This is an optimization exercise on Yosys and OpenROAD, whose aim is small area, not a production implementation. Only simulation tests tie the RTL to the original design; equivalence was not proved. Power is estimated from default activity; no workload was simulated. The flow treats the clock pin as an ideal source, which a real chip does not have.

[design.v]
module sync_fifo #(
    parameter NB  = 10,    
    parameter C   = 16
) (
    input  wire          clk,
    input  wire          rst,
    input  wire [NB-1:0] sel,        
    input  wire          push,
    input  wire [7:0]    push_data,
    input  wire          pop,
    output wire [7:0]    pop_data,   
    output wire [4:0]    occ,        
    output wire          full,
    output wire          empty
);
    reg [7:0] mem   [0:NB*C-1];
    reg [3:0] tail  [0:NB-1];
    reg [4:0] count [0:NB-1];
    reg [3:0] s_tail;
    reg [4:0] s_count;
    integer f, r;
    always @(*) begin
        s_tail  = 4'd0;
        s_count = 5'd0;
        for (f = 0; f < NB; f = f + 1) begin
            s_tail  = s_tail  | ({4{sel[f]}} & tail[f]);
            s_count = s_count | ({5{sel[f]}} & count[f]);
        end
    end
    assign occ   = s_count;
    assign full  = s_count[4];
    assign empty = (s_count == 5'd0);
    wire [3:0] s_head = s_tail + s_count[3:0];
    wire       do_push = push && !s_count[4];    
    reg [7:0] rd;
    always @(*) begin
        rd = 8'h00;
        for (f = 0; f < NB; f = f + 1)
            for (r = 0; r < C; r = r + 1)
                rd = rd | ({8{sel[f] && s_tail == r}} & mem[f*C + r]);
    end
    assign pop_data = rd;
    always @(posedge clk) begin
        for (f = 0; f < NB; f = f + 1)
            for (r = 0; r < C; r = r + 1)
                if (do_push && sel[f] && s_head == r)
                    mem[f*C + r] <= push_data;
    end
    wire [4:0] n_count = do_push ? s_count + 1'b1 : s_count - 1'b1;
    wire [3:0] n_tail  = s_tail + 1'b1;
    always @(posedge clk) begin
        for (f = 0; f < NB; f = f + 1) begin
            if (rst) begin
                tail[f]  <= 4'd0;
                count[f] <= 5'd0;
            end else if (sel[f]) begin
                if (do_push || pop) count[f] <= n_count;
                if (pop)         tail[f]  <= n_tail;
            end
        end
    end
endmodule
module interrupt_arbiter #(
    parameter N_CH = 5
) (
    input  wire [N_CH-1:0] rx_pending,
    input  wire [N_CH-1:0] tx_pending,
    output wire            any,
    output reg  [2:0]      ch,
    output reg             is_tx
);
    integer i;
    assign any = |{rx_pending, tx_pending};
    always @(*) begin
        ch    = 3'd0;
        is_tx = 1'b0;
        for (i = N_CH - 1; i >= 0; i = i - 1) begin
            if (rx_pending[i] || tx_pending[i]) begin
                ch    = i[2:0];
                is_tx = !rx_pending[i];
            end
        end
    end
endmodule
module usart_fifo_core #(
    parameter N_CH  = 5,
    parameter C     = 16
) (
    input  wire              clk,
    input  wire              rst,
    input  wire              cmd_valid,
    output wire              cmd_ready,
    input  wire [15:0]       cmd_data,
    output reg               rsp_valid,
    output wire [15:0]       rsp_data,
    output wire [N_CH-1:0]   tx_start,
    output wire [8*N_CH-1:0] tx_data,
    input  wire [N_CH-1:0]   tx_done,
    input  wire [N_CH-1:0]   rx_valid,
    input  wire [8*N_CH-1:0] rx_byte,
    output reg  [N_CH-1:0]   rx_overrun,
    output reg               cmd_fault
);
    localparam [2:0] E_NONE = 3'd0, E_FULL = 3'd1, E_EMPTY = 3'd2,
                     E_HW_NOT_READY = 3'd3, E_INVALID_CH = 3'd6;
    localparam [3:0] H_IDLE = 4'd0, H_PUSH = 4'd1, H_POP = 4'd2, H_ENQ = 4'd3,
                     H_PUMP = 4'd4, H_IE = 4'd5, H_PAYLOAD = 4'd6, H_S3 = 4'd7,
                     H_P1 = 4'd8, H_P2 = 4'd9, H_P3 = 4'd10;
    localparam [2:0] I_IDLE = 3'd0, I_G1 = 3'd1, I_G2 = 3'd2, I_G3 = 3'd3,
                     I_P1 = 3'd4, I_P2 = 3'd5, I_P3 = 3'd6, I_T4 = 3'd7;
    reg [3:0] hstate;
    reg       h_pump;     
    reg       h_dir;      
    reg [2:0] h_ch;
    reg [7:0] h_arg;      
    reg       h_full;     
    reg       ie;
    reg [2:0] istate;
    reg [2:0] i_ch;
    reg [N_CH-1:0] txe;
    reg [N_CH-1:0] tx_pending;
    reg [N_CH-1:0] rx_pending;
    reg [7:0]      rx_data_q [0:N_CH-1];
    reg        dpop;      
    reg        dtx;       
    reg [2:0]  rsp_err;
    reg        rsp_dat;   
    wire in_handler = (istate != I_IDLE);
    wire h_ch_bad   = (h_ch >= N_CH);
    wire       s_dir = in_handler ? (istate == I_G1) : h_dir;
    wire [2:0] s_ch  = in_handler ? i_ch : h_ch;
    wire [2*N_CH-1:0] s_sel;
    genvar g;
    generate
        for (g = 0; g < N_CH; g = g + 1) begin : sel
            assign s_sel[g]        = !s_dir && s_ch == g;
            assign s_sel[N_CH + g] =  s_dir && s_ch == g;
            assign tx_data[8*g +: 8] = s_rdata;
            assign tx_start[g] = dtx && s_ch == g;
        end
    endgenerate
    wire [7:0] s_rdata;
    wire [4:0] s_occ;
    wire       s_full, s_empty;
    reg        f_push;
    reg [7:0]  f_wdata;
    sync_fifo #(.NB(2 * N_CH), .C(C)) u_buf (
        .clk(clk), .rst(rst), .sel(s_sel),
        .push(f_push), .push_data(f_wdata), .pop(dpop),
        .pop_data(s_rdata), .occ(s_occ), .full(s_full), .empty(s_empty)
    );
    assign rsp_data = {5'b0, rsp_err, rsp_dat ? s_rdata : 8'h00};
    wire       any_req;
    wire [2:0] req_ch;
    wire       req_tx;
    interrupt_arbiter #(.N_CH(N_CH)) u_arb (
        .rx_pending(rx_pending), .tx_pending(tx_pending),
        .any(any_req), .ch(req_ch), .is_tx(req_tx)
    );
    wire grant   = ie && !in_handler && any_req;
    wire host_go = !in_handler && !grant;
    assign cmd_ready = host_go && !cmd_fault && (hstate == H_IDLE || hstate == H_PAYLOAD);
    wire cmd_fire = cmd_valid && cmd_ready;
    wire pay_ok   = (cmd_data[15:8] == 8'h00);
    wire [7:0] txe_v = {{(8-N_CH){1'b0}}, txe};
    wire       h_txe = txe_v[h_ch];
    wire no_room = ({1'b0, h_arg} + {4'b0, s_occ}) > C;
    always @(*) begin
        f_push  = 1'b0;
        f_wdata = h_arg;
        if (in_handler) begin
            f_wdata = rx_data_q[i_ch];
            f_push  = (istate == I_G1);
        end else if (host_go) begin
            if (hstate == H_PUSH)
                f_push = !h_ch_bad;
            if (hstate == H_PAYLOAD) begin
                f_wdata = cmd_data[7:0];
                f_push  = cmd_fire && pay_ok && !h_ch_bad && !h_full;
            end
        end
    end
    reg        hd_legal;
    reg [3:0]  hd_state;
    reg        hd_dir;
    always @(*) begin
        hd_legal = 1'b0;
        hd_state = H_IDLE;
        hd_dir   = cmd_data[11];
        case (cmd_data[15:12])
            4'h1: begin hd_legal = 1'b1;                                     hd_state = H_PUSH; end
            4'h2: begin hd_legal = (cmd_data[7:0] == 8'h00);                 hd_state = H_POP;  end
            4'h3: begin hd_legal = !cmd_data[11];                            hd_state = H_ENQ;  end
            4'h4: begin hd_legal = !cmd_data[11];                            hd_state = H_PUSH; hd_dir = 1'b1; end
            4'h5: begin hd_legal = !cmd_data[11] && (cmd_data[7:0] == 8'h00); hd_state = H_POP;  hd_dir = 1'b1; end
            4'h6: begin hd_legal = !cmd_data[11] && (cmd_data[7:0] == 8'h00); hd_state = H_PUMP; end
            4'h7: begin hd_legal = (cmd_data[11:0] == 12'h000);              hd_state = H_IE;   hd_dir = 1'b1; end
            4'h8: begin hd_legal = (cmd_data[11:0] == 12'h000);              hd_state = H_IE;   hd_dir = 1'b0; end
            default: ;
        endcase
    end
    integer c;
    always @(posedge clk) begin
        if (rst) begin
            hstate     <= H_IDLE;
            ie         <= 1'b0;
            istate     <= I_IDLE;
            txe        <= {N_CH{1'b1}};
            tx_pending <= {N_CH{1'b0}};
            rx_pending <= {N_CH{1'b0}};
            rx_overrun <= {N_CH{1'b0}};
            cmd_fault  <= 1'b0;
            rsp_valid  <= 1'b0;
            dpop       <= 1'b0;
            dtx        <= 1'b0;
        end else begin
            rsp_valid <= 1'b0;
            dpop      <= 1'b0;
            dtx       <= 1'b0;
            if (in_handler) begin
                case (istate)
                    I_G1: begin
                        rx_pending[i_ch] <= 1'b0;
                        istate <= I_G2;
                    end
                    I_G2: istate <= I_G3;
                    I_P1: istate <= txe_v[i_ch] ? I_P2 : I_T4;
                    I_P2: istate <= s_empty ? I_T4 : I_P3;
                    I_P3: begin
                        txe[i_ch] <= 1'b0;
                        dpop   <= 1'b1;
                        dtx    <= 1'b1;
                        istate <= I_T4;
                    end
                    default: istate <= I_IDLE;       
                endcase
            end else if (grant) begin
                i_ch <= req_ch;
                if (req_tx) begin
                    tx_pending[req_ch] <= 1'b0;
                    istate <= I_P1;
                end else begin
                    istate <= I_G1;
                end
            end else begin
                case (hstate)
                    H_IDLE: begin
                        if (cmd_fire) begin
                            if (hd_legal) begin
                                hstate <= hd_state;
                                h_pump <= (cmd_data[15:12] == 4'h6);
                                h_dir  <= hd_dir;
                                h_ch   <= cmd_data[10:8];
                                h_arg  <= cmd_data[7:0];
                            end else begin
                                cmd_fault <= 1'b1;
                            end
                        end
                    end
                    H_PUSH: begin
                        hstate    <= H_IDLE;
                        rsp_valid <= 1'b1;
                        rsp_dat   <= 1'b0;
                        rsp_err   <= h_ch_bad ? E_INVALID_CH : s_full ? E_FULL : E_NONE;
                    end
                    H_POP: begin
                        hstate    <= H_IDLE;
                        rsp_valid <= 1'b1;
                        rsp_dat   <= !h_ch_bad && !s_empty;
                        dpop      <= !h_ch_bad && !s_empty;
                        rsp_err   <= h_ch_bad ? E_INVALID_CH : s_empty ? E_EMPTY : E_NONE;
                    end
                    H_IE: begin
                        hstate    <= H_IDLE;
                        ie        <= h_dir;
                        rsp_valid <= 1'b1;
                        rsp_dat   <= 1'b0;
                        rsp_err   <= E_NONE;
                    end
                    H_PUMP: begin
                        rsp_dat <= 1'b0;
                        if (h_ch_bad) begin
                            hstate    <= H_IDLE;
                            rsp_valid <= 1'b1;
                            rsp_err   <= E_INVALID_CH;
                        end else if (!h_txe) begin
                            hstate    <= H_IDLE;
                            rsp_valid <= 1'b1;
                            rsp_err   <= E_HW_NOT_READY;
                        end else begin
                            hstate <= H_P2;
                        end
                    end
                    H_ENQ: begin
                        rsp_dat <= 1'b0;
                        h_full  <= no_room;
                        if (h_arg != 8'h00) begin
                            hstate <= H_PAYLOAD;
                        end else if (h_ch_bad) begin
                            hstate    <= H_IDLE;
                            rsp_valid <= 1'b1;
                            rsp_err   <= E_INVALID_CH;
                        end else begin
                            hstate <= H_S3;
                        end
                    end
                    H_PAYLOAD: begin
                        if (cmd_fire) begin
                            if (!pay_ok) begin
                                cmd_fault <= 1'b1;
                                hstate    <= H_IDLE;
                            end else begin
                                h_arg <= h_arg - 1'b1;
                                if (h_arg == 8'd1) begin
                                    if (h_ch_bad || h_full) begin
                                        hstate    <= H_IDLE;
                                        rsp_valid <= 1'b1;
                                        rsp_err   <= h_ch_bad ? E_INVALID_CH : E_FULL;
                                    end else begin
                                        hstate <= H_S3;
                                    end
                                end
                            end
                        end
                    end
                    H_S3: begin
                        if (h_txe) begin
                            hstate <= H_P1;
                        end else begin
                            hstate    <= H_IDLE;
                            rsp_valid <= 1'b1;
                            rsp_err   <= E_NONE;
                        end
                    end
                    H_P1: hstate <= H_P2;
                    H_P2: begin
                        if (s_empty) begin
                            hstate    <= H_IDLE;
                            rsp_valid <= 1'b1;
                            rsp_err   <= h_pump ? E_EMPTY : E_NONE;
                        end else begin
                            hstate <= H_P3;
                        end
                    end
                    H_P3: begin
                        txe[h_ch] <= 1'b0;
                        dpop      <= 1'b1;
                        dtx       <= 1'b1;
                        rsp_valid <= 1'b1;
                        rsp_err   <= E_NONE;
                        hstate    <= H_IDLE;
                    end
                    default: hstate <= H_IDLE;
                endcase
            end
            for (c = 0; c < N_CH; c = c + 1) begin
                if (tx_done[c] && !txe[c]) begin
                    txe[c]        <= 1'b1;
                    tx_pending[c] <= 1'b1;
                end
                if (rx_valid[c]) begin
                    if (rx_pending[c] && !(istate == I_G1 && i_ch == c))
                        rx_overrun[c] <= 1'b1;
                    rx_pending[c] <= 1'b1;
                end
            end
        end
    end
    always @(posedge clk) begin
        for (c = 0; c < N_CH; c = c + 1)
            if (rx_valid[c])
                rx_data_q[c] <= rx_byte[8*c +: 8];
    end
endmodule
[run.sh]
#!/bin/bash
# synth_recipe.tcl (not shown) runs the flow's synth.tcl, then flattens the netlist and writes it again
# the make line also repeats each setting of config.mk as NAME=value (left out here)
make -C /OpenROAD-flow-scripts/flow DESIGN_CONFIG=/design/flow/config.mk WORK_HOME=/design/flow/orfs CLKGATE_MAP_FILE= SYNTH_SCRIPT=/design/flow/synth_recipe.tcl finish
[config.mk]
export PLATFORM = sky130hd
export DESIGN_NAME = usart_fifo_core
export DESIGN_NICKNAME = usart_fifo_core
export VERILOG_FILES = /design/flow/design.v
export SDC_FILE = /design/flow/constraint.sdc
export NUM_CORES = 4
export LEC_CHECK = 0
export CAP_MARGIN = 20
export CORE_MARGIN = 2
export CORE_UTILIZATION = 40
export SLEW_MARGIN = 20
[constraint.sdc]
create_clock -name core_clock -period 10.0 [get_ports {clk}]
set_input_delay 2.0000 -clock core_clock [delete_from_list [all_inputs] [get_ports {clk}]]
set_output_delay 2.0000 -clock core_clock [all_outputs]
set_load 0.01 [all_outputs]
==> impl_metrics.env, run 1 <==
export IMPL_outcome="failed layout checks"
export IMPL_violations="negative setup slack"
export IMPL_fp_dieH_um=394.5
export IMPL_power_uw=16140
export IMPL_grt_busiest_layer="met2"
export IMPL_core_area_um2=151700
export IMPL_vias=50261
export IMPL_wire_per_inst_um=47.09
export IMPL_fillers=13442
export IMPL_initial_core_util_pct=40.20
export IMPL_cts_max_level=4
export IMPL_drc=0
export IMPL_worst_setup_path_start_kind="flop"
export IMPL_synth_seq_cells=1463
export IMPL_cts_sinks=1463
export IMPL_period_share_pct=100.1
export IMPL_drt_pass1_iter_count=10
export IMPL_power_density_nw_per_um2=225.4
export IMPL_swShare_pct=30.17
export IMPL_cts_made_buffers=158
export IMPL_p_switching_uw=4868
export IMPL_crit_required_ns=8.00
export IMPL_drive_gt1_share_pct=14.92
export IMPL_fin_worst_skew_ns=0.06285
export IMPL_ctsLongestPathBuffers=3
export IMPL_internal_power_uw=11270
export IMPL_avgSynthCellArea_um2=13.60
export IMPL_grt_pass1_vias=44746
export IMPL_p_comb_share_pct=17.3
export IMPL_cts_root_buf="clkbuf_16"
export IMPL_io_pin_count=138
export IMPL_peakVddDrop_uv=184.0
export IMPL_area_delta_synth_final_pct=17.36
export IMPL_track_usage_pct=40.28
export IMPL_multiInputGateArea_um2=17110
export IMPL_antenna_found_initial=26
export IMPL_io_buffers=132
export IMPL_maxSlewViolCount=0
export IMPL_seq_power_share_pct=45.3
export IMPL_synthFlopType="edfxtp_1"
export IMPL_globalRouteMet2Util_pct=55.44
export IMPL_wl_um=324600
export IMPL_nets=4813
export IMPL_die_w_um=394.5
export IMPL_grt_max_degree=161
export IMPL_crit_path_max_fanout=26
export IMPL_final_common_cell="edfxtp_1"
export IMPL_yosysUniqueCellTypes=101
export IMPL_gp_congestion=1.102
export IMPL_p_clk_share_pct=37.4
export IMPL_hold_path_class="flop to flop"
export IMPL_criticalPathCategory="flop to primary output"
export IMPL_tightest_slew_ns=1.402
export IMPL_place_area_um2=66150
export IMPL_seq_area_frac_synth_pct=70.03
export IMPL_synth_edf_count=1341
export IMPL_use_met3_pct=19.29
export IMPL_mostFrequentLayoutCells="edfxtp_1, nand2_1, buf_4"
export IMPL_fin_ws_ns=-0.01293
export IMPL_seqCellArea_um2=42710
export IMPL_clkTransAtPathRegs_ns=0.06
export IMPL_cts_tree="built"
export IMPL_rsz0062_at_grt="false"
export IMPL_dieArea_um2=155600
export IMPL_max_freq_ghz=0.09987
export IMPL_syn_instance_count=4485
export IMPL_critPathArrivalTime_ns=8.01
export IMPL_cts_hold_buffers_added=0
export IMPL_fin_area_um2=71580
export IMPL_hold_viol=0
export IMPL_fin_crit_ns=10.01
export IMPL_tns_ns=-0.04465
export IMPL_timing_slew_headroom_pct=6.545
export IMPL_grt_pass1_wl_um=420500
export IMPL_power_leakage_uw=0.02245
export IMPL_use_met1_pct=50.61
export IMPL_vias_per_cell=7.291
export IMPL_async_flop_share_pct=0
export IMPL_rows=143
export IMPL_synth_warnings=7
export IMPL_setup_viol=5
export IMPL_drtAntennaViolNets=0
export IMPL_first_iter_violations=10553
export IMPL_syn_area_um2=60990
export IMPL_worstSkewPairLatency_ns=0.86
export IMPL_crit_path_end_kind="primary output"
export IMPL_max_cap_violations=0
export IMPL_post_cts_buffers=0
export IMPL_dp_hpwl_um=219000
export IMPL_overflow=0
final timing paths:
kind | from | to | depth (start not counted) | slack, ns
worst min-delay path | u_buf.tail[8][3] | u_buf.tail[8][3] | 2 | 0.46
worst max-delay path | h_ch[1] | tx_data[30] | 14 | -0.01
worst max register to register | i_ch[2] | u_buf.mem[65][6] | 16 | 1.83
worst min register to register | u_buf.tail[8][3] | u_buf.tail[8][3] | 2 | 0.46
logic make-up after synthesis:
family          share of synthesized area, %
compound gates                         14.70
simple gates                           10.36
other cells                         0.006148
xor+xnor                              0.2298
mux                                    1.013
fa+ha+maj                             0.6934
flops                                  70.03
buf+inv                                2.970
layer usage:
layer | vias to the layer above | wire length [um]
met5 | - | 455
met4 | 32 | 26120
met3 | 1282 | 52350
met2 | 5256 | 130000
met1 | 25198 | 115700
li1 | 18493 | -
cell type report:
class	instances	area share, %
Antenna cell	17	0.05943
Clock buffer	201	5.849
Clock inverter	94	1.444
Inverter	36	0.1923
Multi-Input combinational cell	2613	23.91
Sequential cell	1463	59.67
Tap cell	2030	3.548
Timing Repair Buffer	440	5.328
flip-flops by register name, summed over array words and instances (netlist names), 3 cells and up:
signal	flops
rsp_err	3
i_ch	3
hstate	4
tx_pending	5
u_buf.tail	40
h_arg	8
h_ch	3
rx_pending	5
u_buf.mem	1280
u_buf.count	50
istate	3
rx_overrun	5
rx_data_q	40
txe	5
power groups by stage:
stage	Sequential [uW]	Clock [uW]	Combinational, uW
after CTS	7310	6000	2610
after global routing	7320	6240	2750
after detailed placement	7440	0	2610
final	7320	6030	2790
after global placement	7440	0	2580
after floorplan	7480	0	1170
worst max-delay path, stage by stage (launching register included):
cell             delay [ns]
edfxtp_1               0.89
nor2b_1                0.51
mux2_4                 0.27
buf_4                  0.44
nand3_1                0.42
nand2_2                0.54
buf_4                  0.62
a2111oi_2              0.13
buf_4                  0.26
a221oi_1               0.89
nand4_1                0.71
nor4_1                 0.39
buf_4                  0.17
nand4_1                0.28
clkdlybuf4s50_1        0.60
stage by stage:
stage / std cells / worst slack (ns) / hold slack, ns / util, %
6_report: 6894 / -0.01293 / 0.4627 / 47.18
5_1_grt: 6878 / 0.01718 / 0.4777 / 47.15
4_1_cts: 6869 / 0.01151 / 0.4566 / 47.04
3_5_place_dp: 6574 / 0.7916 / 0.4490 / 43.60
3_3_place_gp: 6571 / 0.4210 / 0.4413 / 43.53
2_1_floorplan: 4489 / 3.103 / 0.4319 / -
cell usage after synthesis, drive strengths merged (57+ instances only):
master | instances | area share, %
clkbuf | 236 | 1.5
nand4 | 92 | 0.95
a21oi | 180 | 1.5
nand2 | 319 | 2.0
a31oi | 57 | 0.58
nor2 | 349 | 2.2
a22oi | 237 | 2.9
o21ai | 129 | 1.1
dfxtp | 122 | 4.0
a32oi | 71 | 1.0
nor3 | 99 | 0.86
nor4 | 60 | 0.65
edfxtp | 1341 | 66
nand3 | 175 | 1.4
buf | 141 | 1.3
and3 | 74 | 0.76
a22o | 78 | 1.1
timing repair:
| action | in CTS | in global routing |
|---|---|---|
| hold endpoints to repair | 0 | 0 |
| resized for setup | 1 | 3 |
| pin swaps | 0 | 0 |
| setup endpoints to repair | 5 | 23 |
==> run 2, diff against run 1 <==
--- a/design.v
+++ b/design.v
@@ -6,7 +6,7 @@
     input  wire          rst,
     input  wire [NB-1:0] sel,        
-    input  wire          push,
+    input  wire          push,       
     input  wire [7:0]    push_data,
-    input  wire          pop,
+    input  wire          pop,        
     output wire [7:0]    pop_data,   
     output wire [4:0]    occ,        
@@ -14,10 +14,12 @@
     output wire          empty
 );
-    reg [7:0] mem   [0:NB*C-1];
+    localparam NR = NB * C;           
+    localparam NG = (NR + 2) / 3;     
+    reg [7:0] mem   [0:NR-1];
     reg [3:0] tail  [0:NB-1];
     reg [4:0] count [0:NB-1];
     reg [3:0] s_tail;
     reg [4:0] s_count;
-    integer f, r;
+    integer f;
     always @(*) begin
         s_tail  = 4'd0;
@@ -31,20 +33,52 @@
     assign full  = s_count[4];
     assign empty = (s_count == 5'd0);
-    wire [3:0] s_head = s_tail + s_count[3:0];
+    wire [3:0] s_head  = s_tail + s_count[3:0];
     wire       do_push = push && !s_count[4];    
-    reg [7:0] rd;
-    always @(*) begin
-        rd = 8'h00;
-        for (f = 0; f < NB; f = f + 1)
-            for (r = 0; r < C; r = r + 1)
-                rd = rd | ({8{sel[f] && s_tail == r}} & mem[f*C + r]);
-    end
-    assign pop_data = rd;
+    wire [NB-1:0] sel_n = ~sel;
+    wire [C-1:0]  tdec_n, hdec_n;
+    wire [NR-1:0] rsel, we;
+    genvar gf, gr, gg, gb;
+    generate
+        for (gr = 0; gr < C; gr = gr + 1) begin : dec
+            assign tdec_n[gr] = !(s_tail == gr);
+            assign hdec_n[gr] = !(do_push && s_head == gr);
+        end
+        for (gf = 0; gf < NB; gf = gf + 1) begin : rs_f
+            for (gr = 0; gr < C; gr = gr + 1) begin : rs_r
+                nor2g u_rsel (.a(sel_n[gf]), .b(tdec_n[gr]), .y(rsel[gf*C + gr]));
+                nor2g u_we   (.a(sel_n[gf]), .b(hdec_n[gr]), .y(we[gf*C + gr]));
+            end
+        end
+    endgenerate
+    integer i;
     always @(posedge clk) begin
-        for (f = 0; f < NB; f = f + 1)
-            for (r = 0; r < C; r = r + 1)
-                if (do_push && sel[f] && s_head == r)
-                    mem[f*C + r] <= push_data;
+        for (i = 0; i < NR; i = i + 1)
+            if (we[i])
+                mem[i] <= push_data;
     end
+    wire [3*NG-1:0]   rsel_p = {{(3*NG-NR){1'b0}}, rsel};
+    wire [8*3*NG-1:0] mem_f;
+    wire [8*NG-1:0]   grp_n;           
+    generate
+        for (gr = 0; gr < 3*NG; gr = gr + 1) begin : mf
+            if (gr < NR) begin : u
+                assign mem_f[8*gr +: 8] = mem[gr];
+            end else begin : z
+                assign mem_f[8*gr +: 8] = 8'h00;
+            end
+        end
+        for (gg = 0; gg < NG; gg = gg + 1) begin : grp
+            for (gb = 0; gb < 8; gb = gb + 1) begin : bt
+                aoi222 u_aoi (
+                    .a0(rsel_p[3*gg]),     .b0(mem_f[8*(3*gg) + gb]),
+                    .a1(rsel_p[3*gg + 1]), .b1(mem_f[8*(3*gg + 1) + gb]),
+                    .a2(rsel_p[3*gg + 2]), .b2(mem_f[8*(3*gg + 2) + gb]),
+                    .y(grp_n[gb*NG + gg]));
+            end
+        end
+        for (gb = 0; gb < 8; gb = gb + 1) begin : orr
+            assign pop_data[gb] = ~&grp_n[gb*NG +: NG];
+        end
+    endgenerate
     wire [4:0] n_count = do_push ? s_count + 1'b1 : s_count - 1'b1;
     wire [3:0] n_tail  = s_tail + 1'b1;
@@ -56,9 +90,21 @@
             end else if (sel[f]) begin
                 if (do_push || pop) count[f] <= n_count;
-                if (pop)         tail[f]  <= n_tail;
+                if (pop)            tail[f]  <= n_tail;
             end
         end
     end
 endmodule
+module aoi222 (
+    input  wire a0, b0, a1, b1, a2, b2,
+    output wire y
+);
+    assign y = ~((a0 & b0) | (a1 & b1) | (a2 & b2));
+endmodule
+module nor2g (
+    input  wire a, b,
+    output wire y
+);
+    assign y = ~(a | b);
+endmodule
 module interrupt_arbiter #(
     parameter N_CH = 5
@@ -122,5 +168,6 @@
     reg [N_CH-1:0] rx_pending;
     reg [7:0]      rx_data_q [0:N_CH-1];
-    reg        dpop;      
+    reg        f_pop;
+    reg [7:0]  o_byte;
     reg        dtx;       
     reg [2:0]  rsp_err;
@@ -136,5 +183,5 @@
             assign s_sel[g]        = !s_dir && s_ch == g;
             assign s_sel[N_CH + g] =  s_dir && s_ch == g;
-            assign tx_data[8*g +: 8] = s_rdata;
+            assign tx_data[8*g +: 8] = o_byte;
             assign tx_start[g] = dtx && s_ch == g;
         end
@@ -147,8 +194,8 @@
     sync_fifo #(.NB(2 * N_CH), .C(C)) u_buf (
         .clk(clk), .rst(rst), .sel(s_sel),
-        .push(f_push), .push_data(f_wdata), .pop(dpop),
+        .push(f_push), .push_data(f_wdata), .pop(f_pop),
         .pop_data(s_rdata), .occ(s_occ), .full(s_full), .empty(s_empty)
     );
-    assign rsp_data = {5'b0, rsp_err, rsp_dat ? s_rdata : 8'h00};
+    assign rsp_data = {5'b0, rsp_err, rsp_dat ? o_byte : 8'h00};
     wire       any_req;
     wire [2:0] req_ch;
@@ -168,11 +215,17 @@
     always @(*) begin
         f_push  = 1'b0;
+        f_pop   = 1'b0;
         f_wdata = h_arg;
         if (in_handler) begin
             f_wdata = rx_data_q[i_ch];
             f_push  = (istate == I_G1);
+            f_pop   = (istate == I_P3);
         end else if (host_go) begin
             if (hstate == H_PUSH)
                 f_push = !h_ch_bad;
+            if (hstate == H_POP)
+                f_pop = !h_ch_bad && !s_empty;
+            if (hstate == H_P3)
+                f_pop = 1'b1;
             if (hstate == H_PAYLOAD) begin
                 f_wdata = cmd_data[7:0];
@@ -212,9 +265,7 @@
             cmd_fault  <= 1'b0;
             rsp_valid  <= 1'b0;
-            dpop       <= 1'b0;
             dtx        <= 1'b0;
         end else begin
             rsp_valid <= 1'b0;
-            dpop      <= 1'b0;
             dtx       <= 1'b0;
             if (in_handler) begin
@@ -229,5 +280,4 @@
                     I_P3: begin
                         txe[i_ch] <= 1'b0;
-                        dpop   <= 1'b1;
                         dtx    <= 1'b1;
                         istate <= I_T4;
@@ -268,5 +318,4 @@
                         rsp_valid <= 1'b1;
                         rsp_dat   <= !h_ch_bad && !s_empty;
-                        dpop      <= !h_ch_bad && !s_empty;
                         rsp_err   <= h_ch_bad ? E_INVALID_CH : s_empty ? E_EMPTY : E_NONE;
                     end
@@ -345,5 +394,4 @@
                     H_P3: begin
                         txe[h_ch] <= 1'b0;
-                        dpop      <= 1'b1;
                         dtx       <= 1'b1;
                         rsp_valid <= 1'b1;
@@ -367,4 +415,6 @@
         end
     end
+    always @(posedge clk)
+        o_byte <= s_rdata;
     always @(posedge clk) begin
         for (c = 0; c < N_CH; c = c + 1)
--- a/config.mk
+++ b/config.mk
@@ -10,2 +10,4 @@
 export CORE_UTILIZATION = 40
 export SLEW_MARGIN = 20
+export SYNTH_HIERARCHICAL = 1
+export SYNTH_MINIMUM_KEEP_SIZE = 0
==> run 2 against run 1 <==
Compared with the run above:
- sequential cell count grew 7
- critical path type is now flop to flop
- non-clock buffer count shrank 244
- total power shrank 16%
- now clean on timing, DRC and antenna
- via count shrank 30%
- worst setup slack gained 3.1 ns
- sequential share of layout area grew 7.1 points
- largest power group unchanged
==> impl_metrics.env, run 2 <==
export IMPL_outcome="finished clean"
export IMPL_synth_top_area_share_pct=72.71
export IMPL_maxSlewViolCount=0
export IMPL_tightest_slew_ns=1.207
export IMPL_worstSkewPairLatency_ns=0.78
export IMPL_power_density_nw_per_um2=212.2
export IMPL_first_iter_violations=7449
export IMPL_slowest_stage="nand3_1"
export IMPL_period_share_pct=69.35
export IMPL_timing_slew_headroom_pct=19.27
export IMPL_p_clk_share_pct=42.1
export IMPL_yosysMostFrequentCell="edfxtp_1"
export IMPL_internal_power_uw=10560
export IMPL_p_switching_uw=3067
export IMPL_max_freq_ghz=0.1442
export IMPL_seq_area_frac_synth_pct=77.37
export IMPL_fin_area_um2=64200
export IMPL_worst_setup_path_start_kind="flop"
export IMPL_crit_required_ns=10.40
export IMPL_synth_warnings=13
export IMPL_grt_pass1_wl_um=228000
export IMPL_wire_per_inst_um=28.68
export IMPL_critPathArrivalTime_ns=7.33
export IMPL_avgSynthCellArea_um2=16.31
export IMPL_core_area_um2=137500
export IMPL_hold_viol=0
export IMPL_syn_instance_count=3395
export IMPL_setup_viol=0
export IMPL_cts_made_buffers=147
export IMPL_cts_root_buf="clkbuf_16"
export IMPL_dp_hpwl_um=95460
export IMPL_drc=0
export IMPL_syn_area_um2=55380
export IMPL_fp_dieH_um=376.1
export IMPL_crit_path_max_fanout=13
export IMPL_vias_per_cell=6.291
export IMPL_io_pin_count=138
export IMPL_antenna_found_initial=3
export IMPL_seq_power_share_pct=51.6
export IMPL_wl_um=160100
export IMPL_drt_pass1_iter_count=11
export IMPL_yosys_area_top_type="edfxtp_1"
export IMPL_final_common_cell="edfxtp_1"
export IMPL_mostFrequentLayoutCells="edfxtp_1, a222oi_1, nor2_1"
export IMPL_reg2reg_slack_ns=3.06
export IMPL_swShare_pct=22.51
export IMPL_synthTopCellsByCount="edfxtp_1, a222oi_1, nor2_1"
export IMPL_seqCellArea_um2=42850
export IMPL_hold_path_class="flop to flop"
export IMPL_p_comb_share_pct=6.4
export IMPL_ctsLongestPathBuffers=3
export IMPL_drtAntennaViolNets=0
export IMPL_place_area_um2=59120
export IMPL_gp_congestion=0.9349
export IMPL_crit_chain="or3_1 -> or3_1 -> o31ai_1 -> nand2b_1 -> nor2_1 -> buf_4 -> a22o_1 -> a221oi_2 -> and4_1 -> inv_2 -> ha_1 -> ha_1 -> a21oi_2 -> xnor2_1 -> nand3_1 -> nor2_1"
export IMPL_slowest_delay_ns=1.03
export IMPL_async_flop_share_pct=0
export IMPL_cts_tree="built"
export IMPL_fin_ws_ns=3.065
export IMPL_fillers=11752
export IMPL_peakVddDrop_uv=196.4
export IMPL_reg_largest_list="u_buf.mem x1280, u_buf.count x50"
export IMPL_nets=3764
export IMPL_drive_gt1_share_pct=9.009
export IMPL_vias=35116
export IMPL_synthFlopType="edfxtp_1"
export IMPL_largest_register_ffs=1280
export IMPL_synth_area_top_cells="edfxtp_1, a222oi_1, dfxtp_1"
export IMPL_tns_ns=0
export IMPL_grt_max_degree=161
export IMPL_dieArea_um2=141500
export IMPL_yosysUniqueCellTypes=92
export IMPL_area_delta_synth_final_pct=15.92
export IMPL_synth_seq_cells=1470
export IMPL_post_cts_buffers=0
export IMPL_rsz0062_at_grt="false"
export IMPL_synth_edf_count=1341
export IMPL_criticalPathCategory="flop to flop"
export IMPL_cts_max_level=4
export IMPL_cts_sinks=1470
export IMPL_track_usage_pct=22.04
export IMPL_grt_pass1_vias=32864
export IMPL_fin_worst_skew_ns=0.03401
export IMPL_cts_hold_buffers_added=0
export IMPL_initial_core_util_pct=40.28
export IMPL_rows=136
export IMPL_power_leakage_uw=0.01969
export IMPL_power_uw=13620
export IMPL_io_buffers=132
export IMPL_multiInputGateArea_um2=11970
export IMPL_clkTransAtPathRegs_ns=0.06
export IMPL_crit_path_end_kind="flop"
export IMPL_overflow=0
export IMPL_die_w_um=376.1
export IMPL_max_cap_violations=0
export IMPL_cts_resized=0
export IMPL_post_place_ws_ns=2.611
export IMPL_top_register="u_buf.mem"
export IMPL_fin_crit_ns=6.935
## run 2: cell types whose count changed in the layout (fill, tap and decap cells not counted), moves of 67 or more
cell / change
a22oi_1: -197
and3_1: -67
nand3_1: -111
o21ai_0: -84
buf_4: -235
a22o_1: -70
nand2_1: -145
a32oi_1: -69
nor2_1: +147
nor3_1: -71
a222oi_1: +396
## run 2: layout make-up
type                       instances  share of cell area (%)
clock inverter                    96                   1.682
antenna                            3                 0.01169
clock buffer                     175                   6.223
timing repair buffer             196                   2.966
multi-input combinational       1809                   18.64
inverter                          39                  0.2280
tap                             1794                   3.496
sequential                      1470                   66.75
## run 2: worst max-delay path: cells and delay by family, from the launching register on
kind / cells / cell delay (ns)
flops: 1 / 0.45
compound gates: 4 / 0.37
simple gates: 7 / 4.09
buf+inv: 2 / 0.52
xor+xnor: 1 / 0.69
fa+ha+maj: 2 / 0.42
## run 2: power by group through the flow
| stage | Combinational, uW | Clock [uW] | Sequential, uW |
|---|---|---|---|
| global placement | 879 | 0 | 7150 |
| global route | 924 | 6060 | 7020 |
| finish | 867 | 5730 | 7020 |
| CTS | 881 | 5820 | 7020 |
| detailed placement | 879 | 0 | 7150 |
| floorplan | 386 | 0 | 7280 |
## run 2: logic make-up (layout without fill, tap and decap cells)
| group | count (synthesis) | count (layout) | share of synthesized area, % |
|---|---|---|---|
| buf+inv | 151 | 506 | 1.426 |
| fa+ha+maj | 33 | 33 | 0.7568 |
| xor+xnor | 19 | 19 | 0.4089 |
| flops | 1470 | 1470 | 77.37 |
| other cells | 2 | 40 | 0.01356 |
| mux | 6 | 6 | 0.1333 |
| compound gates | 751 | 751 | 11.65 |
| simple gates | 963 | 963 | 8.237 |
## run 2: per-stage QoR
stage	hold WS (ns)	util [%]	cells
5_1_grt	0.4727	46.69	5579
4_1_cts	0.4567	46.69	5579
2_1_floorplan	0.4360	-	3430
3_3_place_gp	0.4425	42.98	5306
3_5_place_dp	0.4482	43.00	5308
6_report	0.4527	46.69	5582
## run 2: Yosys stat by module, one instance, submodules excluded, excerpt
module / cells / times used / cell area [um2] / flip-flops and latches
usart_fifo_core: 606 / 1 / 5730 / 100
aoi222: 1 / 432 / 10.01 / 0
nor2g: 1 / 320 / 3.754 / 0
## run 2: worst paths after layout
check | start | endpoint | cells after the start
max | istate[0] | u_buf.mem[102][3] | 16
min | u_buf.count[4][0] | u_buf.count[4][0] | 2
max reg2reg | istate[0] | u_buf.mem[102][3] | 16
min reg2reg | u_buf.count[4][0] | u_buf.count[4][0] | 2
## run 2: routing by layer
layer | vias to the layer above | global-route usage, % | routed length, um | part of all wire (%)
met2 | 2279 | 33.54 | 72600 | 45
met5 | - | 0 | 13 | 0.0081
met1 | 17563 | 30.96 | 64920 | 41
met4 | 2 | 8.158 | 5673 | 3.5
met3 | 344 | 5.061 | 16910 | 11
li1 | 14928 | - | - | -
==> run 3, diff against run 2 <==
--- a/design.v
+++ b/design.v
@@ -15,5 +15,4 @@
 );
     localparam NR = NB * C;           
-    localparam NG = (NR + 2) / 3;     
     reg [7:0] mem   [0:NR-1];
     reg [3:0] tail  [0:NB-1];
@@ -57,24 +56,29 @@
                 mem[i] <= push_data;
     end
-    wire [3*NG-1:0]   rsel_p = {{(3*NG-NR){1'b0}}, rsel};
-    wire [8*3*NG-1:0] mem_f;
-    wire [8*NG-1:0]   grp_n;           
+    localparam NG3 = NR / 3;          
+    localparam REM = NR % 3;
+    localparam NG  = NG3 + (REM != 0);
+    wire [8*NG-1:0] grp_n;            
     generate
-        for (gr = 0; gr < 3*NG; gr = gr + 1) begin : mf
-            if (gr < NR) begin : u
-                assign mem_f[8*gr +: 8] = mem[gr];
-            end else begin : z
-                assign mem_f[8*gr +: 8] = 8'h00;
-            end
-        end
-        for (gg = 0; gg < NG; gg = gg + 1) begin : grp
+        for (gg = 0; gg < NG3; gg = gg + 1) begin : grp
             for (gb = 0; gb < 8; gb = gb + 1) begin : bt
                 aoi222 u_aoi (
-                    .a0(rsel_p[3*gg]),     .b0(mem_f[8*(3*gg) + gb]),
-                    .a1(rsel_p[3*gg + 1]), .b1(mem_f[8*(3*gg + 1) + gb]),
-                    .a2(rsel_p[3*gg + 2]), .b2(mem_f[8*(3*gg + 2) + gb]),
+                    .a0(rsel[3*gg]),     .b0(mem[3*gg][gb]),
+                    .a1(rsel[3*gg + 1]), .b1(mem[3*gg + 1][gb]),
+                    .a2(rsel[3*gg + 2]), .b2(mem[3*gg + 2][gb]),
                     .y(grp_n[gb*NG + gg]));
             end
         end
+        if (REM == 1) begin : last1
+            for (gb = 0; gb < 8; gb = gb + 1) begin : bt
+                nand2g u_nand (.a(rsel[NR-1]), .b(mem[NR-1][gb]), .y(grp_n[gb*NG + NG3]));
+            end
+        end
+        if (REM == 2) begin : last2
+            for (gb = 0; gb < 8; gb = gb + 1) begin : bt
+                aoi22g u_aoi (.a0(rsel[NR-2]), .b0(mem[NR-2][gb]),
+                              .a1(rsel[NR-1]), .b1(mem[NR-1][gb]), .y(grp_n[gb*NG + NG3]));
+            end
+        end
         for (gb = 0; gb < 8; gb = gb + 1) begin : orr
             assign pop_data[gb] = ~&grp_n[gb*NG +: NG];
@@ -107,4 +111,16 @@
     assign y = ~(a | b);
 endmodule
+module nand2g (
+    input  wire a, b,
+    output wire y
+);
+    assign y = ~(a & b);
+endmodule
+module aoi22g (
+    input  wire a0, b0, a1, b1,
+    output wire y
+);
+    assign y = ~((a0 & b0) | (a1 & b1));
+endmodule
 module interrupt_arbiter #(
     parameter N_CH = 5
@@ -183,5 +199,5 @@
             assign s_sel[g]        = !s_dir && s_ch == g;
             assign s_sel[N_CH + g] =  s_dir && s_ch == g;
-            assign tx_data[8*g +: 8] = o_byte;
+            assign tx_data[8*g +: 8] = o_byte & {8{tx_start[g]}};    
             assign tx_start[g] = dtx && s_ch == g;
         end
==> flow/run.sh (new file) <==
#!/bin/bash
# Own layout flow: the standard layout (standard.sh), with clock tree
# synthesis told not to add dummy loads. Everything else is the standard flow.
set -euo pipefail
export CTS_ARGS="-sink_clustering_enable -repair_clock_nets -dont_use_dummy_load -sink_clustering_size 18 -sink_clustering_max_diameter 60 -buf_list sky130_fd_sc_hd__clkbuf_8"
bash standard.sh > standard_make.log 2>&1
==> standard.sh (new file) <==
#!/bin/bash
# synth_recipe.tcl (not shown) runs the flow's synth.tcl, then flattens the netlist and writes it again
# the make line also repeats each setting of config.mk as NAME=value (left out here)
make -C /OpenROAD-flow-scripts/flow DESIGN_CONFIG=/design/flow/config.mk WORK_HOME=/design/flow/orfs CLKGATE_MAP_FILE= SYNTH_SCRIPT=/design/flow/synth_recipe.tcl "${@:-finish}"
--- a/config.mk
+++ b/config.mk
@@ -8,5 +8,8 @@
 export CAP_MARGIN = 20
 export CORE_MARGIN = 2
-export CORE_UTILIZATION = 40
+export CORE_UTILIZATION = 50
+export CTS_BUF_LIST = sky130_fd_sc_hd__clkbuf_8
+export CTS_CLUSTER_DIAMETER = 60
+export CTS_CLUSTER_SIZE = 18
 export SLEW_MARGIN = 20
 export SYNTH_HIERARCHICAL = 1
removed: run.sh
==> run 3 against run 2 <==
Compared with the run above:
- clock power is 52% lower
- critical endpoint is now o_byte[1]
- die area is 20% lower
- cell count is 8.1% lower
- clock skew is 0.059 ns higher
- global-route usage is 5.5 points higher
- synthesized cell count is 0.27% higher
- design area is 5.8% lower
- first-iteration DRC count is 2.5% lower
- sequential share of layout area is 4.1 points higher
- fmax is 2.1% higher
- total power is 20% lower
==> impl_metrics.env, run 3 <==
export IMPL_outcome="finished clean"
export IMPL_async_flop_share_pct=0
export IMPL_fin_worst_skew_ns=0.09305
export IMPL_maxSlewViolCount=0
export IMPL_first_iter_violations=7264
export IMPL_max_cap_violations=0
export IMPL_period_share_pct=67.91
export IMPL_cts_root_buf="clkbuf_8"
export IMPL_synth_warnings=16
export IMPL_cts_max_level=3
export IMPL_grt_pass1_wl_um=228000
export IMPL_vias_per_cell=6.850
export IMPL_overflow=0
export IMPL_worstSkewPairLatency_ns=0.82
export IMPL_critPathArrivalTime_ns=7.43
export IMPL_nets=3745
export IMPL_p_comb_share_pct=8.9
export IMPL_drive_gt1_share_pct=6.320
export IMPL_fp_dieH_um=336.6
export IMPL_final_common_cell="edfxtp_1"
export IMPL_synth_seq_cells=1470
export IMPL_setup_viol=0
export IMPL_cts_tree="built"
export IMPL_crit_required_ns=10.64
export IMPL_mostFrequentLayoutCells="edfxtp_1, a222oi_1, nor2_1"
export IMPL_reg2reg_slack_ns=3.21
export IMPL_initial_core_util_pct=50.17
export IMPL_synthFlopType="edfxtp_1"
export IMPL_syn_area_um2=55300
export IMPL_crit_chain="nor3_4 -> a21oi_1 -> o21ai_1 -> nor2_1 -> buf_4 -> a22o_1 -> a221oi_1 -> and3_1 -> inv_1 -> ha_1 -> nand2_1 -> nor2_1 -> a222oi_1 -> nand4_1 -> nor4_1 -> nand4_1"
export IMPL_fillers=8617
export IMPL_reg_largest_list="u_buf.mem x1280, u_buf.count x50"
export IMPL_core_area_um2=110200
export IMPL_worst_setup_path_start_kind="flop"
export IMPL_criticalPathCategory="flop to flop"
export IMPL_die_w_um=336.6
export IMPL_tightest_slew_ns=1.333
export IMPL_power_density_nw_per_um2=179.8
export IMPL_max_freq_ghz=0.1473
export IMPL_peakVddDrop_uv=168.6
export IMPL_area_delta_synth_final_pct=9.333
export IMPL_cts_made_buffers=112
export IMPL_yosysMostFrequentCell="edfxtp_1"
export IMPL_ctsLongestPathBuffers=3
export IMPL_grt_max_degree=161
export IMPL_timing_slew_headroom_pct=11.13
export IMPL_vias=35148
export IMPL_syn_instance_count=3404
export IMPL_drt_pass1_iter_count=13
export IMPL_drc=0
export IMPL_swShare_pct=23.92
export IMPL_post_cts_buffers=0
export IMPL_slowest_delay_ns=0.98
export IMPL_hold_viol=0
export IMPL_crit_path_max_fanout=15
export IMPL_avgSynthCellArea_um2=16.25
export IMPL_cts_resized=0
export IMPL_place_area_um2=58840
export IMPL_cts_sinks=1470
export IMPL_fin_crit_ns=6.791
export IMPL_dieArea_um2=113300
export IMPL_fin_area_um2=60460
export IMPL_synthTopCellsByCount="edfxtp_1, a222oi_1, nor2_1"
export IMPL_power_leakage_uw=0.01812
export IMPL_antenna_found_initial=3
export IMPL_largest_register_ffs=1280
export IMPL_critical_path_buf_inv_count=2
export IMPL_track_usage_pct=27.55
export IMPL_p_switching_uw=2599
export IMPL_rsz0062_at_grt="false"
export IMPL_cts_hold_buffers_added=0
export IMPL_slowest_stage="nor4_1"
export IMPL_wire_per_inst_um=31.00
export IMPL_drtAntennaViolNets=0
export IMPL_p_clk_share_pct=25.3
export IMPL_rows=122
export IMPL_wl_um=159100
export IMPL_io_pin_count=138
export IMPL_io_buffers=132
export IMPL_seq_power_share_pct=65.7
export IMPL_synth_top_area_share_pct=72.82
export IMPL_top_register="u_buf.mem"
export IMPL_path_delay_family="simple AND/OR/NAND/NOR gates"
export IMPL_gp_congestion=0.9431
export IMPL_tns_ns=0
export IMPL_internal_power_uw=8269
export IMPL_yosys_area_top_type="edfxtp_1"
export IMPL_seq_area_frac_synth_pct=77.49
export IMPL_yosysUniqueCellTypes=84
export IMPL_crit_path_end_kind="flop"
export IMPL_hold_path_class="flop to flop"
export IMPL_dp_hpwl_um=99370
export IMPL_synth_edf_count=1341
export IMPL_clkTransAtPathRegs_ns=0.11
export IMPL_synth_area_top_cells="edfxtp_1, a222oi_1, dfxtp_1"
export IMPL_grt_pass1_vias=33386
-- run 3: cell types whose count changed after synthesis, sizes merged, moves of 5 or more --
cell    previous run  this run
and2              12        53
nor3              20        27
a222oi           440       432
nand2b            20         8
nand2            168       181
buf               65        35
nor2b              8        13
-- run 3: power by group through the flow --
| stage | clock, uW | sequential, uW | combinational (uW) |
|---|---|---|---|
| 6_report | 2750 | 7140 | 971 |
| 5_1_grt | 3040 | 7150 | 1040 |
| 4_1_cts | 2810 | 7140 | 984 |
| 3_5_place_dp | 0 | 7280 | 982 |
| 3_3_place_gp | 0 | 7270 | 974 |
| 2_1_floorplan | 0 | 7410 | 432 |
-- run 3: final cells by class --
type	instances	area, um2	area share, %
antenna	4	10.01	0.01656
clock buffer	112	1541	2.550
inverter	40	150.1	0.2483
multi-input combinational	1821	12100	20.02
sequential	1470	42850	70.88
tap	1488	1862	3.079
timing repair buffer	196	1942	3.212
-- run 3: path summary, 6_finish.rpt --
check	start	to	depth (start not counted)
hold reg to reg	u_buf.count[2][1]	u_buf.count[2][1]	2
hold / removal	u_buf.count[2][1]	u_buf.count[2][1]	2
setup / recovery	istate[0]	o_byte[1]	16
setup reg to reg	istate[0]	o_byte[1]	16
-- run 3: worst reg2reg max path: cells and delay by family (launching register included) --
kind	cells	cell delay [ns]
compound gates	5	1.55
buf+inv	2	0.44
simple gates	8	3.90
flops	1	0.47
fa+ha+maj	1	0.29
-- run 3: through the flow --
step | utilization [%] | setup slack [ns] | std cells | power, uW | hold WS, ns
floorplan | - | 0.2730 | 3408 | 7839 | 0.4360
global placement | 53.36 | 2.808 | 5011 | 8248 | 0.4459
detailed placement | 53.39 | 2.731 | 5012 | 8260 | 0.4505
CTS | 54.79 | 2.761 | 5124 | 10940 | 0.4586
global route | 54.86 | 3.013 | 5131 | 11230 | 0.4764
finish | 54.86 | 3.209 | 5131 | 10870 | 0.4628
-- run 3: kinds of logic after synthesis --
| logic type | synth area share, % |
|---|---|
| flip-flops | 77.49 |
| AND/OR/NAND/NOR | 8.818 |
| AO/OA/AOI/OAI | 11.50 |
| buffers and inverters | 0.8892 |
| adder cells (fa/ha/maj) | 0.8259 |
| XOR/XNOR | 0.3711 |
| multiplexers | 0.09503 |
| other | 0.006781 |
-- run 3: Yosys stat by module, one instance, submodules excluded, a selection --
module / flops+latches / cells / cell area, um2 / copies in the design
aoi222: 0 / 1 / 10.01 / 424
nand2g: 0 / 1 / 3.754 / 8
nor2g: 0 / 1 / 3.754 / 320
usart_fifo_core: 100 / 617 / 5747 / 1
-- run 3: metal layers --
layer  wire length (um)  up-vias  GRT usage, %
met1              61600    17595         38.04
met2              74960     2470         43.86
met4               6202        0         10.31
met5                  0        -             0
met3              16310      365         5.113
li1                   -    14718             -
==> run 4, diff against run 3 <==
==> flow/run.sh (replaced) <==
#!/bin/bash
# Own layout flow: the standard layout (standard.sh), with clock tree
# synthesis told not to add dummy loads. Everything else is the standard flow.
set -euo pipefail
export CTS_ARGS="-sink_clustering_enable -repair_clock_nets -dont_use_dummy_load -sink_clustering_size 28 -sink_clustering_max_diameter 100 -buf_list sky130_fd_sc_hd__clkbuf_16"
bash standard.sh > standard_make.log 2>&1
--- a/config.mk
+++ b/config.mk
@@ -9,7 +9,7 @@
 export CORE_MARGIN = 2
 export CORE_UTILIZATION = 50
-export CTS_BUF_LIST = sky130_fd_sc_hd__clkbuf_8
-export CTS_CLUSTER_DIAMETER = 60
-export CTS_CLUSTER_SIZE = 18
+export CTS_BUF_LIST = sky130_fd_sc_hd__clkbuf_16
+export CTS_CLUSTER_DIAMETER = 100
+export CTS_CLUSTER_SIZE = 28
 export SLEW_MARGIN = 20
 export SYNTH_HIERARCHICAL = 1
==> run 4 against run 3 <==
Compared with the run above:
- still clean on timing, DRC and antenna
- synthesized area stayed put
- first-iteration DRC count is 1.7% higher
- global-route usage is 0.19 points lower
- sequential cell count stayed put
- clock skew is 0.015 ns higher
- clock-buffer cell count is 52 lower
- sequential power hardly changed
- die area stayed put
- critical path depth stayed put
- via count is 1.1% lower
==> impl_metrics.env, run 4 <==
export IMPL_grt_max_degree=161
export IMPL_worstSkewPairLatency_ns=0.74
export IMPL_top_register="u_buf.mem"
export IMPL_cts_made_buffers=60
export IMPL_syn_area_um2=55300
export IMPL_synth_area_top_cells="edfxtp_1, a222oi_1, dfxtp_1"
export IMPL_fillers=8593
export IMPL_synth_warnings=16
export IMPL_post_cts_buffers=0
export IMPL_peakVddDrop_uv=165.2
export IMPL_core_area_um2=110200
export IMPL_fin_worst_skew_ns=0.1083
export IMPL_path_delay_family="simple AND/OR/NAND/NOR gates"
export IMPL_period_share_pct=67.35
export IMPL_drt_pass1_iter_count=13
export IMPL_seqCellArea_um2=42850
export IMPL_drtAntennaViolNets=0
export IMPL_overflow=0
export IMPL_vias=34775
export IMPL_synthTopCellsByCount="edfxtp_1, a222oi_1, nor2_1"
export IMPL_post_place_ws_ns=2.731
export IMPL_yosysMostFrequentCell="edfxtp_1"
export IMPL_avgSynthCellArea_um2=16.25
export IMPL_worst_setup_path_start_kind="flop"
export IMPL_fin_ws_ns=3.265
export IMPL_io_pin_count=138
export IMPL_drc=0
export IMPL_power_leakage_uw=0.01805
export IMPL_first_iter_violations=7385
export IMPL_nets=3692
export IMPL_power_density_nw_per_um2=180.5
export IMPL_tns_ns=0
export IMPL_crit_chain="nor3_4 -> a21oi_1 -> o21ai_1 -> nor2_1 -> buf_4 -> a22o_1 -> a221oi_1 -> and3_1 -> inv_1 -> ha_1 -> nand2_1 -> nor2_1 -> a222oi_1 -> nand4_1 -> nor4_1 -> nand4_1"
export IMPL_grt_pass1_vias=32933
export IMPL_instances_no_fill=5077
export IMPL_multiInputGateArea_um2=12100
export IMPL_critical_path_buf_inv_count=2
export IMPL_maxSlewViolCount=0
export IMPL_rows=122
export IMPL_async_flop_share_pct=0
export IMPL_io_buffers=132
export IMPL_fin_area_um2=60400
export IMPL_synth_top_area_share_pct=72.82
export IMPL_crit_path_end_kind="flop"
export IMPL_clkTransAtPathRegs_ns=0.11
export IMPL_syn_instance_count=3404
export IMPL_slowest_stage="nor4_1"
export IMPL_fp_dieH_um=336.6
export IMPL_vias_per_cell=6.850
export IMPL_wire_per_inst_um=31.23
export IMPL_synth_edf_count=1341
export IMPL_cts_root_buf="clkbuf_16"
export IMPL_cts_tree="built"
export IMPL_area_delta_synth_final_pct=9.220
export IMPL_power_uw=10900
export IMPL_largest_register_ffs=1280
export IMPL_cts_max_level=2
export IMPL_outcome="finished clean"
export IMPL_track_usage_pct=27.36
export IMPL_max_cap_violations=0
export IMPL_gp_congestion=0.9431
export IMPL_timing_slew_headroom_pct=17.26
export IMPL_seq_area_frac_synth_pct=77.49
export IMPL_criticalPathCategory="flop to flop"
export IMPL_fin_crit_ns=6.735
export IMPL_wl_um=158600
export IMPL_dp_cells=5012
export IMPL_place_area_um2=58840
export IMPL_dp_hpwl_um=99370
export IMPL_cts_hold_buffers_added=0
export IMPL_grt_pass1_wl_um=226600
export IMPL_tightest_slew_ns=1.238
export IMPL_max_freq_ghz=0.1485
export IMPL_cts_resized=0
export IMPL_initial_core_util_pct=50.17
export IMPL_yosysUniqueCellTypes=84
export IMPL_yosys_area_top_type="edfxtp_1"
export IMPL_critPathArrivalTime_ns=7.30
export IMPL_ctsLongestPathBuffers=3
export IMPL_reg_largest_list="u_buf.mem x1280, u_buf.count x50"
export IMPL_crit_required_ns=10.57
export IMPL_crit_path_max_fanout=15
export IMPL_slowest_delay_ns=0.94
export IMPL_synth_seq_cells=1470
export IMPL_dieArea_um2=113300
export IMPL_mostFrequentLayoutCells="edfxtp_1, a222oi_1, nor2_1"
export IMPL_die_w_um=336.6
export IMPL_antenna_found_initial=4
export IMPL_hold_path_class="flop to flop"
export IMPL_rsz0062_at_grt="false"
export IMPL_hold_viol=0
export IMPL_cts_sinks=1470
export IMPL_synthFlopType="edfxtp_1"
export IMPL_drive_gt1_share_pct=4.908
export IMPL_setup_viol=0
export IMPL_final_common_cell="edfxtp_1"
run 4: cell count changes in the layout (fill, tap and decap cells not counted), sizes merged:
cell and change:
buf -1, diode -1, clkbuf -52
run 4: cell type report:
cell class	count	share of cell area [%]
Timing Repair Buffer	195	3.190
Tap cell	1488	3.083
Antenna cell	3	0.01243
Sequential cell	1470	70.95
Inverter	40	0.2486
Clock buffer	60	2.486
Multi-Input combinational cell	1821	20.03
run 4: final timing paths:
path	depth (start not counted)	slack, ns	start	end
setup / recovery	16	3.26	istate[0]	o_byte[1]
hold / removal	2	0.46	u_buf.count[2][1]	u_buf.count[2][1]
hold reg to reg	2	0.46	u_buf.count[2][1]	u_buf.count[2][1]
setup reg to reg	16	3.26	istate[0]	o_byte[1]
run 4: cell families after synthesis:
| family | synth area share, % |
|---|---|
| AOI/OAI and AO/OA | 11.50 |
| xor gates and xnor gates | 0.3711 |
| adders and majority gates | 0.8259 |
| buffers and inverters | 0.8892 |
| DFF | 77.49 |
| muxes | 0.09503 |
| other | 0.006781 |
| and+or+nand+nor | 8.818 |
run 4: modules after synthesis (local to each module, per instance), excerpt:
module,cells inside,flops+latches,copies in the design,cell area [um2]
nor2g,1,0,320,3.754
usart_fifo_core,617,100,1,5747
aoi222,1,0,424,10.01
nand2g,1,0,8,3.754
run 4: worst min-delay path: cells and delay by family, from the launching register on:
family	cells	cell delay, ns
flops	1	0.32
simple gates	1	0.05
compound gates	1	0.05
run 4: metrics by stage:
stage,hold WS (ns),util (%)
floorplan,0.4360,-
CTS,0.4612,54.75
finish,0.4634,54.80
global route,0.4809,54.79
detailed placement,0.4505,53.39
global placement,0.4459,53.36
run 4: metal layers:
layer  track usage [%]  share of wire, %  up-vias
li1                  -                 -    14649
met1             37.98                39    17512
met2             43.79                47     2277
met3             4.630                10      333
met4             9.907               3.7        4
met5            0.2128             0.026        -
run 4: report_power, final:
group | switching [uW] | internal, uW
Combinational | 777 | 196
Sequential | 66.5 | 7080
Clock | 1720 | 1070
==> run 5, diff against run 4 <==
==> flow/run.sh (replaced) <==
#!/bin/bash
# Own layout flow: the standard layout (standard.sh), with clock tree
# synthesis told not to add dummy loads, and ports buffered with
# the smallest buffer. Everything else is the standard flow.
set -euo pipefail
export CTS_ARGS="-sink_clustering_enable -repair_clock_nets -dont_use_dummy_load -sink_clustering_size 28 -sink_clustering_max_diameter 100 -buf_list sky130_fd_sc_hd__clkbuf_16"
export BUFFER_PORTS_ARGS="-buffer_cell sky130_fd_sc_hd__buf_1"
bash standard.sh > standard_make.log 2>&1
--- a/config.mk
+++ b/config.mk
@@ -8,5 +8,5 @@
 export CAP_MARGIN = 20
 export CORE_MARGIN = 2
-export CORE_UTILIZATION = 50
+export CORE_UTILIZATION = 60
 export CTS_BUF_LIST = sky130_fd_sc_hd__clkbuf_16
 export CTS_CLUSTER_DIAMETER = 100
==> run 5 against run 4 <==
Compared with the run above:
- still clean
- highest routed layer is now met4
- fmax fell by 7.3%
- worst hold slack about the same
- critical endpoint is now o_byte[0]
- routed wire length is 2.5% lower
- cell count fell by 6.1%
- total power down 0.89%
==> impl_metrics.env, run 5 <==
export IMPL_avgSynthCellArea_um2=16.25
export IMPL_outcome="finished clean"
export IMPL_max_cap_violations=0
export IMPL_power_leakage_uw=0.01767
export IMPL_grt_pass1_wl_um=223500
export IMPL_worstSkewPairLatency_ns=0.71
export IMPL_power_density_nw_per_um2=183.0
export IMPL_dr_wl_met3_um=17090
export IMPL_p_comb_share_pct=8.4
export IMPL_rows=111
export IMPL_fin_crit_ns=7.263
export IMPL_cts_resized=0
export IMPL_area_delta_synth_final_pct=6.797
export IMPL_yosys_area_top_type="edfxtp_1"
export IMPL_top_register="u_buf.mem"
export IMPL_p_switching_uw=2542
export IMPL_synth_seq_cells=1470
export IMPL_ctsLongestPathBuffers=3
export IMPL_hold_viol=0
export IMPL_max_freq_ghz=0.1377
export IMPL_track_usage_pct=32.27
export IMPL_synthTopCellsByCount="edfxtp_1, a222oi_1, nor2_1"
export IMPL_crit_path_max_fanout=15
export IMPL_crit_path_end_kind="flop"
export IMPL_rsz0062_at_grt="false"
export IMPL_seq_area_frac_synth_pct=77.49
export IMPL_overflow=0
export IMPL_wire_per_inst_um=32.43
export IMPL_first_iter_violations=7749
export IMPL_core_area_um2=91520
export IMPL_synthFlopType="edfxtp_1"
export IMPL_dieArea_um2=94610
export IMPL_worst_setup_path_start_kind="flop"
export IMPL_cts_hold_buffers_added=0
export IMPL_p_clk_share_pct=25.5
export IMPL_insertedDiodeCount=0
export IMPL_synth_warnings=16
export IMPL_cts_max_level=2
export IMPL_routed_top_layer="met4"
export IMPL_syn_instance_count=3404
export IMPL_hold_slack_ns=0.4629
export IMPL_wl_met1_um=61680
export IMPL_post_place_ws_ns=2.503
export IMPL_cts_tree="built"
export IMPL_vias_per_cell=7.337
export IMPL_setup_viol=0
export IMPL_crit_required_ns=10.51
export IMPL_vias=34975
export IMPL_fin_worst_skew_ns=0.08402
export IMPL_nets=3687
export IMPL_seq_power_share_pct=66.1
export IMPL_dr_wl_met2_um=70340
export IMPL_tightest_slew_ns=1.219
export IMPL_antenna_found_initial=5
export IMPL_timing_slew_headroom_pct=18.53
export IMPL_async_flop_share_pct=0
export IMPL_critPathArrivalTime_ns=7.77
export IMPL_drt_pass1_iter_count=13
export IMPL_fin_ws_ns=2.737
export IMPL_fp_dieH_um=307.6
export IMPL_reg_largest_list="u_buf.mem x1280, u_buf.count x50"
export IMPL_maxSlewViolCount=0
export IMPL_initial_core_util_pct=60.42
export IMPL_grt_pass1_vias=32764
export IMPL_drtAntennaViolNets=0
export IMPL_dp_hpwl_um=99680
export IMPL_synth_edf_count=1341
export IMPL_wl_um=154600
export IMPL_period_share_pct=72.63
export IMPL_synth_area_top_cells="edfxtp_1, a222oi_1, dfxtp_1"
export IMPL_post_cts_buffers=0
export IMPL_criticalPathCategory="flop to flop"
export IMPL_cts_made_buffers=58
export IMPL_syn_area_um2=55300
export IMPL_io_pin_count=138
export IMPL_peakVddDrop_uv=162.4
export IMPL_synth_top_area_share_pct=72.82
export IMPL_gp_congestion=0.9465
export IMPL_swShare_pct=23.52
export IMPL_internal_power_uw=8265
export IMPL_final_common_cell="edfxtp_1"
export IMPL_largest_register_ffs=1280
export IMPL_grt_max_degree=161
export IMPL_die_w_um=307.6
export IMPL_drive_gt1_share_pct=4.859
export IMPL_mostFrequentLayoutCells="edfxtp_1, a222oi_1, nor2_1"
export IMPL_yosysUniqueCellTypes=84
export IMPL_tns_ns=0
export IMPL_cts_sinks=1470
export IMPL_io_buffers=132
export IMPL_drc=0
export IMPL_yosysMostFrequentCell="edfxtp_1"
export IMPL_hold_path_class="flop to flop"
export IMPL_clkTransAtPathRegs_ns=0.12
export IMPL_cts_root_buf="clkbuf_16"
## run 5: cell counts after synthesis
No cell type changed its count.
## run 5: layout make-up
class | instances | area (um2)
timing repair buffer | 192 | 1007
inverter | 40 | 150.1
fill | 6510 | 32470
sequential | 1470 | 42850
multi-input combinational | 1821 | 12110
clock buffer | 58 | 1451
tap | 1186 | 1484
## run 5: path summary, 6_finish.rpt
kind	from	endpoint	slack, ns	cells past startpoint
setup / recovery	istate[0]	o_byte[0]	2.74	16
hold / removal	u_buf.count[8][1]	u_buf.count[8][1]	0.46	2
setup reg to reg	istate[0]	o_byte[0]	2.74	16
hold reg to reg	u_buf.count[8][1]	u_buf.count[8][1]	0.46	2
## run 5: power groups by stage
stage	logic [uW]	clock network (uW)	registers (uW)
6_report	903	2760	7150
5_1_grt	969	2970	7150
4_1_cts	901	2780	7140
3_5_place_dp	902	0	7280
2_1_floorplan	432	0	7410
3_3_place_gp	881	0	7280
## run 5: cells by family (layout without fill, tap and decap cells)
| group | count (synthesis) | count (layout) | synth area share (%) |
|---|---|---|---|
| flip-flops | 1470 | 1470 | 77.49 |
| AND/OR/NAND/NOR | 1016 | 1016 | 8.818 |
| AO/OA/AOI/OAI | 740 | 740 | 11.50 |
| buffers and inverters | 117 | 290 | 0.8892 |
| adder cells (fa/ha/maj) | 36 | 36 | 0.8259 |
| XOR/XNOR | 20 | 20 | 0.3711 |
| multiplexers | 4 | 4 | 0.09503 |
| other | 1 | 5 | 0.006781 |
## run 5: metal layers
| metal | track usage, % | vias to the layer above |
|---|---|---|
| met3 | 4.989 | 246 |
| li1 | - | 14628 |
| met1 | 48.38 | 17703 |
| met5 | 0 | - |
| met4 | 10.53 | 0 |
| met2 | 49.20 | 2398 |
## run 5: critical path, stage by stage, from the launching register on
cell and delay (ns):
dfxtp_1 0.49, nor3_4 0.66, a21oi_1 0.27, o21ai_1 0.23
nor2_1 0.09, buf_4 0.22, a22o_1 0.25, a221oi_1 0.22
and3_1 0.61, inv_1 0.19, ha_1 0.30, nand2_1 0.89
nor2_1 0.48, a222oi_1 0.58, nand4_1 0.40, nor4_1 1.01
nand4_1 0.22
## run 5: Yosys stat by module, one instance, submodules excluded, excerpt
module / area (um2) / times used
usart_fifo_core: 5747 / 1
aoi222: 10.01 / 424
nand2g: 3.754 / 8
nor2g: 3.754 / 320
## run 5: per-stage QoR
step           cells  utilization, %  total power [uW]  area [um2]
2_1_floorplan   3408               -              7839       55310
3_3_place_gp    4708           62.87              8162       57550
3_5_place_dp    4708           62.91              8187       57580
4_1_cts         4766           64.49             10830       59030
5_1_grt         4767           64.53             11090       59060
6_report        4767           64.53             10810       59060

## what the ideal ports hide
Ports are ideal in the flow. The routed layouts listed here were re-timed in OpenROAD. Step 1 assumes that a clkbuf_16 drives the clock port and a buf_2 every other input. Step 2 moves the port delays by t, midway between the first and last clock arrival at a register: inputs arrive t later, outputs are due t later. That takes back most of the time a late clock gives input paths. a / b / c = no drivers / after step 1 / after step 2; a / b = the first two.
run	shift t [ns]	setup WS [ns]	worst setup path after step 2	latest minus earliest clock arrival (ns)	slew at the worst register clock pin (ns)
run 1	0.914	-0.013 / -0.098 / 0.816	register to output	0.064 / 0.064	0.07 / 0.07
run 2	0.837	3.065 / 3.065 / 2.297	input to register	0.034 / 0.034	0.07 / 0.07
run 3	0.843	3.209 / 3.209 / 2.781	input to register	0.103 / 0.103	0.11 / 0.11
run 4	0.759	3.265 / 3.265 / 2.842	input to register	0.112 / 0.112	0.11 / 0.11
run 5	0.738	2.737 / 2.737 / 2.737	register to register	0.085 / 0.084	0.12 / 0.12
For run 2, which loses most, drivers alone change the setup slack by 0.000 ns; drivers and shift together by -0.768 ns.
